Context: an optimization exercise on an open-source flow, tuned for small area, a short achievable clock period and few clock cycles per item. The choices shown serve that exercise and are no tape-out recipe. At most, simulation tests tie the RTL to the original design; equivalence was not proved.

==> run E <==
==> flow/design.v <==
module mdb_table (
    input  wire         clk,
    input  wire         rst,             
    input  wire         cmd_valid,
    output wire         cmd_ready,
    input  wire [1:0]   cmd_op,          
    input  wire         cmd_cfg_valid,   
    input  wire [31:0]  arg_id,
    input  wire [31:0]  arg_pressure,
    input  wire [31:0]  arg_temp,
    input  wire [31:0]  arg_now,
    input  wire [127:0] cfg_ids,         
    output reg          done,
    output wire [3:0]   result,
    output reg  [6:0]   tblres,          
    output wire [47:0]  view,            
    input  wire [3:0]   rd_slot,
    output wire [31:0]  rd_id,
    output wire [31:0]  rd_pressure,
    output wire [31:0]  rd_temp,
    output wire [7:0]   rd_score,
    output wire [31:0]  rd_lastseen
);
    localparam N = 12;
    reg [31:0] s_id [0:N-1];
    reg [31:0] s_pr [0:N-1];
    reg [31:0] s_tp [0:N-1];
    reg [31:0] s_sn [0:N-1];
    reg [4:0]  s_h  [0:N-1];            
    assign cmd_ready = 1'b1;
    wire go  = cmd_valid & ~rst;
    wire op0 = go & (cmd_op == 2'd0);
    wire zid = ~|arg_id;
    wire onf = op0 & ~zid;
    wire dcy = go & (cmd_op == 2'd1);
    wire vw  = go & (cmd_op == 2'd2);
    wire apl = go & (cmd_op == 2'd3);
    wire [N-1:0] eq;
    genvar g, a, b;
    generate
        for (g = 0; g < N; g = g + 1) begin : g_eq
            assign eq[g] = (s_id[g] == arg_id);
        end
    endgenerate
    wire [3:0] cf = {eq[3] & ~eq[2] & ~eq[1] & ~eq[0], eq[2] & ~eq[1] & ~eq[0],
                     eq[1] & ~eq[0], eq[0]};
    wire cfg_hit = |eq[3:0];
    wire ext_hit = |eq[11:4];           
    wire miss    = ~cfg_hit & ~ext_hit;
    function automatic lt37(input [36:0] x, input [36:0] y);
        integer k;
        reg r;
        begin
            r = 1'b0;
            for (k = 0; k < 37; k = k + 1)
                r = (~x[k] & y[k]) | (~x[k] & r) | (y[k] & r);
            lt37 = r;
        end
    endfunction
    function automatic lt5(input [4:0] x, input [4:0] y);
        integer k;
        reg r;
        begin
            r = 1'b0;
            for (k = 0; k < 5; k = k + 1)
                r = (~x[k] & y[k]) | (~x[k] & r) | (y[k] & r);
            lt5 = r;
        end
    endfunction
    wire [36:0] key [0:7];
    generate
        for (g = 0; g < 8; g = g + 1) begin : g_key
            assign key[g] = {s_h[4 + g], s_sn[4 + g]};
        end
    endgenerate
    wire [3:0]  p1;
    wire [36:0] k1 [0:3];
    generate
        for (g = 0; g < 4; g = g + 1) begin : g_l1
            assign p1[g] = lt37(key[2 * g + 1], key[2 * g]);
            assign k1[g] = p1[g] ? key[2 * g + 1] : key[2 * g];
        end
    endgenerate
    wire [1:0]  p2;
    wire [36:0] k2 [0:1];
    generate
        for (g = 0; g < 2; g = g + 1) begin : g_l2
            assign p2[g] = lt37(k1[2 * g + 1], k1[2 * g]);
            assign k2[g] = p2[g] ? k1[2 * g + 1] : k1[2 * g];
        end
    endgenerate
    wire p3 = lt37(k2[1], k2[0]);
    wire       v_b1 = p3 ? p2[1] : p2[0];
    wire       v_b0 = p1[{p3, v_b1}];
    wire [2:0] v_off = {p3, v_b1, v_b0};
    wire [3:0] v_idx = {v_off[2], ~v_off[2], v_off[1:0]};
    wire [7:0] live;
    generate
        for (g = 0; g < 8; g = g + 1) begin : g_live
            assign live[g] = |s_h[4 + g];
        end
    endgenerate
    wire evict = &live;
    wire [N-1:0] upd, nw, wr, clr;
    generate
        for (g = 0; g < 4; g = g + 1) begin : g_cs
            assign upd[g] = onf & cf[g];
            assign nw[g]  = 1'b0;
            assign clr[g] = rst | apl;
        end
        for (g = 4; g < N; g = g + 1) begin : g_es
            assign upd[g] = onf & ~cfg_hit & eq[g];
            assign nw[g]  = onf & miss & (v_off == g - 4);
            assign clr[g] = rst | (dcy & ~|s_h[g][4:1]);    
        end
        for (g = 0; g < N; g = g + 1) begin : g_wr
            assign wr[g] = upd[g] | nw[g];
        end
    endgenerate
    generate
        for (g = 0; g < N; g = g + 1) begin : g_slot
            wire keep = ~wr[g] & ~clr[g];
            always @(posedge clk) begin
                s_pr[g] <= ({32{wr[g]}} & arg_pressure) | ({32{keep}} & s_pr[g]);
                s_tp[g] <= ({32{wr[g]}} & arg_temp)     | ({32{keep}} & s_tp[g]);
                s_sn[g] <= ({32{wr[g]}} & arg_now)      | ({32{keep}} & s_sn[g]);
            end
            wire [4:0] h    = s_h[g];
            wire       hmax = h[4] & h[3] & h[0];          
            wire [4:0] hinc = hmax ? h : h + 5'd1;
            wire [4:0] hdec = (h == 5'd0) ? h : h - 5'd1;
            wire       hkeep = ~upd[g] & ~nw[g] & ~dcy & ~clr[g];
            always @(posedge clk)
                s_h[g] <= ({5{upd[g]}} & hinc) | ({5{nw[g]}} & 5'd1) |
                          ({5{dcy & ~rst}} & hdec) | ({5{hkeep}} & h);
        end
        for (g = 0; g < 4; g = g + 1) begin : g_cid
            wire we   = apl & cmd_cfg_valid;
            wire keep = ~apl & ~rst;
            always @(posedge clk)
                s_id[g] <= ({32{we}} & cfg_ids[32 * g +: 32]) | ({32{keep}} & s_id[g]);
        end
        for (g = 4; g < N; g = g + 1) begin : g_eid
            wire keep = ~nw[g] & ~clr[g];
            always @(posedge clk)
                s_id[g] <= ({32{nw[g]}} & arg_id) | ({32{keep}} & s_id[g]);
        end
    endgenerate
    wire [2:0] rank [0:7];
    generate
        for (g = 0; g < 8; g = g + 1) begin : g_rank
            wire [7:0] ahead;
            for (b = 0; b < 8; b = b + 1) begin : g_b
                if (b < g)      assign ahead[b] = ~lt5(s_h[4 + b], s_h[4 + g]);
                else if (b > g) assign ahead[b] = lt5(s_h[4 + g], s_h[4 + b]);
                else            assign ahead[b] = 1'b0;
            end
            assign rank[g] = ahead[0] + ahead[1] + ahead[2] + ahead[3] +
                             ahead[4] + ahead[5] + ahead[6] + ahead[7];
        end
    endgenerate
    reg        vv;
    reg  [2:0] vj [0:7];
    generate
        for (g = 0; g < 8; g = g + 1) begin : g_view
            wire [7:0] at;
            for (a = 0; a < 8; a = a + 1) begin : g_at
                assign at[a] = (rank[a] == g);
            end
            wire [2:0] nj = {|(at & 8'hF0), |(at & 8'hCC), |(at & 8'hAA)};
            always @(posedge clk)
                vj[g] <= ({3{vw}} & nj) | ({3{~vw & ~rst}} & vj[g]);
            assign view[4 * (4 + g) +: 4] = {vj[g][2], vv & ~vj[g][2], vj[g][1:0]};
        end
    endgenerate
    assign view[15:0] = {2'b00, vv, vv, 2'b00, vv, 1'b0, 3'b000, vv, 4'b0000};
    reg rz;
    assign result = {1'b0, rz, 1'b0, rz};
    wire [3:0] hit_cfg_idx = {2'b00, cf[3] | cf[2], cf[3] | cf[1]};
    wire [3:0] hit_ext_idx = {|eq[11:8], |eq[7:4], eq[6] | eq[7] | eq[10] | eq[11],
                              eq[5] | eq[7] | eq[9] | eq[11]};
    wire [3:0] slot_idx = cfg_hit ? hit_cfg_idx : ext_hit ? hit_ext_idx : v_idx;
    wire [6:0] tb_onf   = {miss & evict, ~cfg_hit, cfg_hit | miss, slot_idx};
    always @(posedge clk) begin
        done   <= go;
        rz     <= (op0 & zid) | (~go & ~rst & rz);
        vv     <= vw | (~rst & vv);
        tblres <= ({7{onf}} & tb_onf) | ({7{~op0 & ~rst}} & tblres);
    end
    reg [31:0] r_id, r_pr, r_tp, r_sn;
    reg [7:0]  r_sc;
    integer i;
    always @(*) begin
        r_id = 32'd0; r_pr = 32'd0; r_tp = 32'd0; r_sn = 32'd0; r_sc = 8'd0;
        for (i = 0; i < N; i = i + 1) begin
            r_id = r_id | ({32{rd_slot == i}} & s_id[i]);
            r_pr = r_pr | ({32{rd_slot == i}} & s_pr[i]);
            r_tp = r_tp | ({32{rd_slot == i}} & s_tp[i]);
            r_sn = r_sn | ({32{rd_slot == i}} & s_sn[i]);
            r_sc = r_sc | ({8{rd_slot == i}}  & ({3'b000, s_h[i]} * 8'd10));
        end
    end
    assign rd_id       = r_id;
    assign rd_pressure = r_pr;
    assign rd_temp     = r_tp;
    assign rd_lastseen = r_sn;
    assign rd_score    = r_sc;
endmodule
==> flow/flow/run.sh <==
#!/bin/bash
set -euo pipefail
bash standard.sh SETUP_SLACK_MARGIN=13 TNS_END_PERCENT=20 finish > make_finish.log 2>&1
==> flow/standard.sh <==
#!/bin/bash
# synth_recipe.tcl (not shown) runs the flow's synth.tcl, then flattens the netlist and writes it again
# the make line also repeats each setting of config.mk as NAME=value (left out here)
make -C /OpenROAD-flow-scripts/flow DESIGN_CONFIG=/design/flow/config.mk WORK_HOME=/design/flow/orfs CLKGATE_MAP_FILE= SYNTH_SCRIPT=/design/flow/synth_recipe.tcl "${@:-finish}"
==> flow/config.mk <==
export PLATFORM = sky130hd
export DESIGN_NAME = mdb_table
export DESIGN_NICKNAME = mdb_table
export VERILOG_FILES = /design/flow/design.v
export SDC_FILE = /design/flow/constraint.sdc
export NUM_CORES = 4
export LEC_CHECK = 0
export CAP_MARGIN = 20
export CORE_MARGIN = 2
export CORE_UTILIZATION = 55
export SLEW_MARGIN = 20
==> flow/constraint.sdc <==
create_clock -name core_clock -period 25.0 [get_ports {clk}]
set_input_delay 5.0000 -clock core_clock [delete_from_list [all_inputs] [get_ports {clk}]]
set_output_delay 5.0000 -clock core_clock [all_outputs]
set_load 0.01 [all_outputs]
==> inputs of run C, as changes to run E <==
==> flow/design.v, changed modules only <==
module mdb_table (
    input  wire         clk,
    input  wire         rst,             
    input  wire         cmd_valid,
    output wire         cmd_ready,
    input  wire [1:0]   cmd_op,          
    input  wire         cmd_cfg_valid,   
    input  wire [31:0]  arg_id,
    input  wire [31:0]  arg_pressure,
    input  wire [31:0]  arg_temp,
    input  wire [31:0]  arg_now,
    input  wire [127:0] cfg_ids,         
    output reg          done,
    output wire [3:0]   result,
    output reg  [6:0]   tblres,          
    output wire [47:0]  view,            
    input  wire [3:0]   rd_slot,
    output wire [31:0]  rd_id,
    output wire [31:0]  rd_pressure,
    output wire [31:0]  rd_temp,
    output wire [7:0]   rd_score,
    output wire [31:0]  rd_lastseen
);
    localparam N = 12;
    reg [31:0] s_id [0:N-1];
    reg [31:0] s_pr [0:N-1];
    reg [31:0] s_tp [0:N-1];
    reg [31:0] s_sn [0:N-1];
    reg [4:0]  s_h  [0:N-1];            
    assign cmd_ready = 1'b1;
    wire go  = cmd_valid & ~rst;
    wire op0 = go & (cmd_op == 2'd0);
    wire zid = ~|arg_id;
    wire onf = op0 & ~zid;
    wire dcy = go & (cmd_op == 2'd1);
    wire vw  = go & (cmd_op == 2'd2);
    wire apl = go & (cmd_op == 2'd3);
    wire [N-1:0] eq;
    genvar g, a, b;
    generate
        for (g = 0; g < N; g = g + 1) begin : g_eq
            assign eq[g] = (s_id[g] == arg_id);
        end
    endgenerate
    wire [3:0] cf = {eq[3] & ~eq[2] & ~eq[1] & ~eq[0], eq[2] & ~eq[1] & ~eq[0],
                     eq[1] & ~eq[0], eq[0]};
    wire cfg_hit = |eq[3:0];
    wire ext_hit = |eq[11:4];           
    wire miss    = ~cfg_hit & ~ext_hit;
    function automatic lt37(input [36:0] x, input [36:0] y);
        integer c, k;
        reg r, e;
        reg [9:0] l0, e0;
        reg [4:0] l1, e1;
        reg [2:0] l2, e2;
        reg [1:0] l3, e3;
        begin
            for (c = 0; c < 10; c = c + 1) begin
                r = 1'b0;
                e = 1'b1;
                for (k = 4 * c; k < 4 * c + 4; k = k + 1)
                    if (k < 37) begin
                        r = (~x[k] & y[k]) | (~x[k] & r) | (y[k] & r);
                        e = e & (x[k] ~^ y[k]);
                    end
                l0[c] = r;
                e0[c] = e;
            end
            for (c = 0; c < 5; c = c + 1) begin
                l1[c] = l0[2 * c + 1] | (e0[2 * c + 1] & l0[2 * c]);
                e1[c] = e0[2 * c + 1] & e0[2 * c];
            end
            for (c = 0; c < 2; c = c + 1) begin
                l2[c] = l1[2 * c + 1] | (e1[2 * c + 1] & l1[2 * c]);
                e2[c] = e1[2 * c + 1] & e1[2 * c];
            end
            l2[2] = l1[4];
            e2[2] = e1[4];
            l3[0] = l2[1] | (e2[1] & l2[0]);
            e3[0] = e2[1] & e2[0];
            l3[1] = l2[2];
            e3[1] = e2[2];
            lt37 = l3[1] | (e3[1] & l3[0]);
        end
    endfunction
    function automatic lt5(input [4:0] x, input [4:0] y);
        integer k;
        reg r;
        begin
            r = 1'b0;
            for (k = 0; k < 5; k = k + 1)
                r = (~x[k] & y[k]) | (~x[k] & r) | (y[k] & r);
            lt5 = r;
        end
    endfunction
    wire [36:0] key [0:7];
    generate
        for (g = 0; g < 8; g = g + 1) begin : g_key
            assign key[g] = {s_h[4 + g], s_sn[4 + g]};
        end
    endgenerate
    wire [3:0]  p1;
    wire [36:0] k1 [0:3];
    generate
        for (g = 0; g < 4; g = g + 1) begin : g_l1
            assign p1[g] = lt37(key[2 * g + 1], key[2 * g]);
            assign k1[g] = p1[g] ? key[2 * g + 1] : key[2 * g];
        end
    endgenerate
    wire [1:0]  p2;
    wire [36:0] k2 [0:1];
    generate
        for (g = 0; g < 2; g = g + 1) begin : g_l2
            assign p2[g] = lt37(k1[2 * g + 1], k1[2 * g]);
            assign k2[g] = p2[g] ? k1[2 * g + 1] : k1[2 * g];
        end
    endgenerate
    wire p3 = lt37(k2[1], k2[0]);
    wire       v_b1 = p3 ? p2[1] : p2[0];
    wire       v_b0 = p1[{p3, v_b1}];
    wire [2:0] v_off = {p3, v_b1, v_b0};
    wire [3:0] v_idx = {v_off[2], ~v_off[2], v_off[1:0]};
    wire [7:0] live;
    generate
        for (g = 0; g < 8; g = g + 1) begin : g_live
            assign live[g] = |s_h[4 + g];
        end
    endgenerate
    wire evict = &live;
    wire [N-1:0] upd, nw, wr, clr;
    generate
        for (g = 0; g < 4; g = g + 1) begin : g_cs
            assign upd[g] = onf & cf[g];
            assign nw[g]  = 1'b0;
            assign clr[g] = rst | apl;
        end
        for (g = 4; g < N; g = g + 1) begin : g_es
            assign upd[g] = onf & ~cfg_hit & eq[g];
            assign nw[g]  = onf & miss & (v_off == g - 4);
            assign clr[g] = rst | (dcy & ~|s_h[g][4:1]);    
        end
        for (g = 0; g < N; g = g + 1) begin : g_wr
            assign wr[g] = upd[g] | nw[g];
        end
    endgenerate
    generate
        for (g = 0; g < N; g = g + 1) begin : g_slot
            wire keep = ~wr[g] & ~clr[g];
            always @(posedge clk) begin
                s_pr[g] <= ({32{wr[g]}} & arg_pressure) | ({32{keep}} & s_pr[g]);
                s_tp[g] <= ({32{wr[g]}} & arg_temp)     | ({32{keep}} & s_tp[g]);
                s_sn[g] <= ({32{wr[g]}} & arg_now)      | ({32{keep}} & s_sn[g]);
            end
            wire [4:0] h    = s_h[g];
            wire       hmax = h[4] & h[3] & h[0];          
            wire [4:0] hinc = hmax ? h : h + 5'd1;
            wire [4:0] hdec = (h == 5'd0) ? h : h - 5'd1;
            wire       hkeep = ~upd[g] & ~nw[g] & ~dcy & ~clr[g];
            always @(posedge clk)
                s_h[g] <= ({5{upd[g]}} & hinc) | ({5{nw[g]}} & 5'd1) |
                          ({5{dcy & ~rst}} & hdec) | ({5{hkeep}} & h);
        end
        for (g = 0; g < 4; g = g + 1) begin : g_cid
            wire we   = apl & cmd_cfg_valid;
            wire keep = ~apl & ~rst;
            always @(posedge clk)
                s_id[g] <= ({32{we}} & cfg_ids[32 * g +: 32]) | ({32{keep}} & s_id[g]);
        end
        for (g = 4; g < N; g = g + 1) begin : g_eid
            wire keep = ~nw[g] & ~clr[g];
            always @(posedge clk)
                s_id[g] <= ({32{nw[g]}} & arg_id) | ({32{keep}} & s_id[g]);
        end
    endgenerate
    wire [2:0] rank [0:7];
    generate
        for (g = 0; g < 8; g = g + 1) begin : g_rank
            wire [7:0] ahead;
            for (b = 0; b < 8; b = b + 1) begin : g_b
                if (b < g)      assign ahead[b] = ~lt5(s_h[4 + b], s_h[4 + g]);
                else if (b > g) assign ahead[b] = lt5(s_h[4 + g], s_h[4 + b]);
                else            assign ahead[b] = 1'b0;
            end
            assign rank[g] = ahead[0] + ahead[1] + ahead[2] + ahead[3] +
                             ahead[4] + ahead[5] + ahead[6] + ahead[7];
        end
    endgenerate
    reg        vv;
    reg  [2:0] vj [0:7];
    generate
        for (g = 0; g < 8; g = g + 1) begin : g_view
            wire [7:0] at;
            for (a = 0; a < 8; a = a + 1) begin : g_at
                assign at[a] = (rank[a] == g);
            end
            wire [2:0] nj = {|(at & 8'hF0), |(at & 8'hCC), |(at & 8'hAA)};
            always @(posedge clk)
                vj[g] <= ({3{vw}} & nj) | ({3{~vw & ~rst}} & vj[g]);
            assign view[4 * (4 + g) +: 4] = {vj[g][2], vv & ~vj[g][2], vj[g][1:0]};
        end
    endgenerate
    assign view[15:0] = {2'b00, vv, vv, 2'b00, vv, 1'b0, 3'b000, vv, 4'b0000};
    reg rz;
    assign result = {1'b0, rz, 1'b0, rz};
    wire [3:0] hit_cfg_idx = {2'b00, cf[3] | cf[2], cf[3] | cf[1]};
    wire [3:0] hit_ext_idx = {|eq[11:8], |eq[7:4], eq[6] | eq[7] | eq[10] | eq[11],
                              eq[5] | eq[7] | eq[9] | eq[11]};
    wire [3:0] slot_idx = cfg_hit ? hit_cfg_idx : ext_hit ? hit_ext_idx : v_idx;
    wire [6:0] tb_onf   = {miss & evict, ~cfg_hit, cfg_hit | miss, slot_idx};
    always @(posedge clk) begin
        done   <= go;
        rz     <= (op0 & zid) | (~go & ~rst & rz);
        vv     <= vw | (~rst & vv);
        tblres <= ({7{onf}} & tb_onf) | ({7{~op0 & ~rst}} & tblres);
    end
    wire [N-1:0] rsel;
    wire [7:0]   s_sc [0:N-1];          
    generate
        for (g = 0; g < N; g = g + 1) begin : g_rsel
            assign rsel[g] = (rd_slot == g);
            assign s_sc[g] = {3'b000, s_h[g]} * 8'd10;
        end
    endgenerate
    function automatic [31:0] rmux(input [11:0] s,
                                   input [31:0] d0, input [31:0] d1, input [31:0] d2,
                                   input [31:0] d3, input [31:0] d4, input [31:0] d5,
                                   input [31:0] d6, input [31:0] d7, input [31:0] d8,
                                   input [31:0] d9, input [31:0] d10, input [31:0] d11);
        reg [31:0] t0, t1, t2, t3;
        begin
            t0 = ~(({32{s[0]}} & d0) | ({32{s[1]}}  & d1)  | ({32{s[2]}}  & d2));
            t1 = ~(({32{s[3]}} & d3) | ({32{s[4]}}  & d4)  | ({32{s[5]}}  & d5));
            t2 = ~(({32{s[6]}} & d6) | ({32{s[7]}}  & d7)  | ({32{s[8]}}  & d8));
            t3 = ~(({32{s[9]}} & d9) | ({32{s[10]}} & d10) | ({32{s[11]}} & d11));
            rmux = ~(t0 & t1 & t2 & t3);
        end
    endfunction
    assign rd_id       = rmux(rsel, s_id[0], s_id[1], s_id[2], s_id[3], s_id[4], s_id[5],
                              s_id[6], s_id[7], s_id[8], s_id[9], s_id[10], s_id[11]);
    assign rd_pressure = rmux(rsel, s_pr[0], s_pr[1], s_pr[2], s_pr[3], s_pr[4], s_pr[5],
                              s_pr[6], s_pr[7], s_pr[8], s_pr[9], s_pr[10], s_pr[11]);
    assign rd_temp     = rmux(rsel, s_tp[0], s_tp[1], s_tp[2], s_tp[3], s_tp[4], s_tp[5],
                              s_tp[6], s_tp[7], s_tp[8], s_tp[9], s_tp[10], s_tp[11]);
    assign rd_lastseen = rmux(rsel, s_sn[0], s_sn[1], s_sn[2], s_sn[3], s_sn[4], s_sn[5],
                              s_sn[6], s_sn[7], s_sn[8], s_sn[9], s_sn[10], s_sn[11]);
    wire [31:0] rd_sc32 = rmux(rsel, {24'd0, s_sc[0]}, {24'd0, s_sc[1]}, {24'd0, s_sc[2]},
                               {24'd0, s_sc[3]}, {24'd0, s_sc[4]}, {24'd0, s_sc[5]},
                               {24'd0, s_sc[6]}, {24'd0, s_sc[7]}, {24'd0, s_sc[8]},
                               {24'd0, s_sc[9]}, {24'd0, s_sc[10]}, {24'd0, s_sc[11]});
    assign rd_score    = rd_sc32[7:0];
endmodule
==> flow/flow/run.sh (replaced) <==
#!/bin/bash
# The standard layout (standard.sh), with these changes to how it is made:
#  * Yosys maps logic with ABC's area-oriented &nf mapper (flow/abc_area.script,
#    used through a copy of the ORFS scripts folder) and without the separate
#    adder-cell mapping; registers are mapped by dfflibmap before ABC exactly
#    as in the standard synthesis;
#  * port buffers are buf_2 instead of the default delay-cell buffers;
#  * timing repair is asked to keep 13 ns of setup slack, so it works on the
#    critical paths. Clock, SDC and all constraints are the design's.
# Each tool's output is in make_finish.log and the ORFS logs under orfs/logs.
set -euo pipefail
here=$(pwd)
rm -rf "$here/scripts_copy"
mkdir -p "$here/scripts_copy"
cp -r "$FLOW_HOME/scripts/." "$here/scripts_copy/"
cp "$here/flow/abc_area.script" "$here/scripts_copy/abc_area.script"
bash standard.sh SCRIPTS_DIR="$here/scripts_copy" ADDER_MAP_FILE= \
    SETUP_SLACK_MARGIN=13 \
    "BUFFER_PORTS_ARGS=-buffer_cell sky130_fd_sc_hd__buf_2" finish > "$here/make_finish.log" 2>&1
==> flow/flow/abc_area.script (new file) <==
&get -n
&st
&dch
&nf -R 1000
&st
&dch
&nf -R 1000
&put
--- a/flow/config.mk
+++ b/flow/config.mk
@@ -7,5 +7,9 @@
 export LEC_CHECK = 0
+export ABC_AREA = 1
 export CAP_MARGIN = 20
 export CORE_MARGIN = 2
-export CORE_UTILIZATION = 55
+export CORE_UTILIZATION = 62
+export CTS_CLUSTER_DIAMETER = 80
+export CTS_CLUSTER_SIZE = 25
 export SLEW_MARGIN = 20
+export TNS_END_PERCENT = 5
==> inputs of run Z, as changes to run E <==
--- a/flow/design.v
+++ b/flow/design.v
@@ -50,9 +50,35 @@
     function automatic lt37(input [36:0] x, input [36:0] y);
-        integer k;
-        reg r;
+        integer c, k;
+        reg r, e;
+        reg [9:0] l0, e0;
+        reg [4:0] l1, e1;
+        reg [2:0] l2, e2;
+        reg [1:0] l3, e3;
         begin
-            r = 1'b0;
-            for (k = 0; k < 37; k = k + 1)
-                r = (~x[k] & y[k]) | (~x[k] & r) | (y[k] & r);
-            lt37 = r;
+            for (c = 0; c < 10; c = c + 1) begin
+                r = 1'b0;
+                e = 1'b1;
+                for (k = 4 * c; k < 4 * c + 4; k = k + 1)
+                    if (k < 37) begin
+                        r = (~x[k] & y[k]) | (~x[k] & r) | (y[k] & r);
+                        e = e & (x[k] ~^ y[k]);
+                    end
+                l0[c] = r;
+                e0[c] = e;
+            end
+            for (c = 0; c < 5; c = c + 1) begin
+                l1[c] = l0[2 * c + 1] | (e0[2 * c + 1] & l0[2 * c]);
+                e1[c] = e0[2 * c + 1] & e0[2 * c];
+            end
+            for (c = 0; c < 2; c = c + 1) begin
+                l2[c] = l1[2 * c + 1] | (e1[2 * c + 1] & l1[2 * c]);
+                e2[c] = e1[2 * c + 1] & e1[2 * c];
+            end
+            l2[2] = l1[4];
+            e2[2] = e1[4];
+            l3[0] = l2[1] | (e2[1] & l2[0]);
+            e3[0] = e2[1] & e2[0];
+            l3[1] = l2[2];
+            e3[1] = e2[2];
+            lt37 = l3[1] | (e3[1] & l3[0]);
         end
==> flow/flow/run.sh (replaced) <==
#!/bin/bash
# The standard layout (standard.sh), with three changes to how it is made:
#  * Yosys maps logic with ABC's area-oriented &nf mapper (flow/abc_area.script,
#    used through a copy of the ORFS scripts folder); registers are mapped by
#    dfflibmap before ABC exactly as in the standard synthesis;
#  * port buffers are buf_2 instead of the default delay-cell buffers;
#  * timing repair is asked to keep 13 ns of setup slack, so it works on the
#    critical paths. Clock, SDC and all constraints are the design's.
set -euo pipefail
here=$(pwd)
rm -rf "$here/scripts_copy"
mkdir -p "$here/scripts_copy"
cp -r "$FLOW_HOME/scripts/." "$here/scripts_copy/"
cp "$here/flow/abc_area.script" "$here/scripts_copy/abc_area.script"
bash standard.sh SCRIPTS_DIR="$here/scripts_copy" ABC_AREA=1 \
    SETUP_SLACK_MARGIN=13 TNS_END_PERCENT=20 \
    "BUFFER_PORTS_ARGS=-buffer_cell sky130_fd_sc_hd__buf_2" finish > "$here/make_finish.log" 2>&1
==> flow/flow/abc_area.script (new file) <==
&get -n
&st
&dch
&nf -R 1000
&put
--- a/flow/config.mk
+++ b/flow/config.mk
@@ -7,2 +7,3 @@
 export LEC_CHECK = 0
+export ABC_AREA = 1
 export CAP_MARGIN = 20
==> comparison table <==
quantity	run Z	run C	run E
Setup skew after layout	53.7 ps	59.3 ps	56.6 ps
Fraction of post-synthesis cell area in the top cell type by area	44.0%	46.2%	39.3%
Inverter count	313	259	345
Core outline area	0.134 mm^2	0.113 mm^2	0.150 mm^2
TritonCTS buffer count	170	80	172
Fraction of final layout cells with drive strength greater than 1	12.9%	10.8%	7.67%
Simple-gate area share of the yosys netlist	8.95%	10.3%	14.2%
Largest net degree at the start of global routing	136	91	164
Final standard cell area without fillers	0.0882 mm^2	0.0807 mm^2	0.0967 mm^2
Achievable clock frequency	80.3 MHz	81.5 MHz	81.0 MHz
Fraction of synthesized cell area in xor and xnor cells	5.65%	5.43%	4.38%
Fin nets	8571	8011	9869
Final std cells w/o fill	9839	9307	11651
Layout multi-input combinational cell count	5161	5142	6653
Crit Reg-Reg Startpoint	s_sn[8][0]$_DFF_P_	s_sn[5][2]$_DFF_P_	s_sn[5][22]$_DFF_P_
DIE AREA	0.138 mm^2	0.117 mm^2	0.154 mm^2
Capture point of the worst path	rd_score[6]	rd_id[5]	rd_pressure[29]
Later-pin clock latency in the skew report	820 ps	750 ps	830 ps
Area used by sequential logic in the layout	0.0326 mm^2	0.0326 mm^2	0.0326 mm^2
Largest fanout on the critical path	35	19	26
Flip-flop and latch share of the layout cell area	37.0%	40.5%	33.7%
Clk_buf instances	243	82	257
Status	timing/DRC/antenna clean	timing/DRC/antenna clean	timing/DRC/antenna clean
Final weighted congestion in routability-driven placement	0.949	1.01	0.983
Total number of H-tree levels	4	3	4
Combined area of all synthesized cells	0.0741 mm^2	0.0706 mm^2	0.0829 mm^2
Testbench counts of run C, summed over its fixed seeds: cycles 8,008, items 8,000.
Testbench counts of run Z, summed over its fixed seeds: cycles 8,008, items 8,000.
Only the layout flow was run in run E; the RTL was not checked for function there.

-- re-timing with driven ports --
The flow's constraints put no driver on any port. The routed layouts listed below were extracted and timed again, unchanged, in two steps. Step 1, drivers: a clkbuf_16 drives clk and a buf_2 each remaining input, both assumed. Step 2 adds t to the input delays and takes it off the output delays; t is the mean of the earliest and latest rising clock arrival at the registers after step 1. Input paths then give back, and output paths get back, about the clock's delay inside the block. a / b / c = ideal ports / drivers / drivers and shift; a / b = the first two.
| run | shift t [ns] | setup WS [ns] | clock arrival spread, ns | slew at the worst register clock pin (ns) |
|---|---|---|---|---|
| run E | 0.889 | 12.651 / 12.630 / 12.630 | 0.056 / 0.056 | 0.07 / 0.07 |
| run C | 0.803 | 12.733 / 12.687 / 12.687 | 0.059 / 0.059 | 0.11 / 0.11 |
| run Z | 0.881 | 12.551 / 12.486 / 12.486 | 0.054 / 0.055 | 0.07 / 0.07 |
After both steps setup and hold are still met in every run listed. For run Z, which loses most, drivers alone change the setup slack by -0.065 ns; drivers and shift together by -0.065 ns.
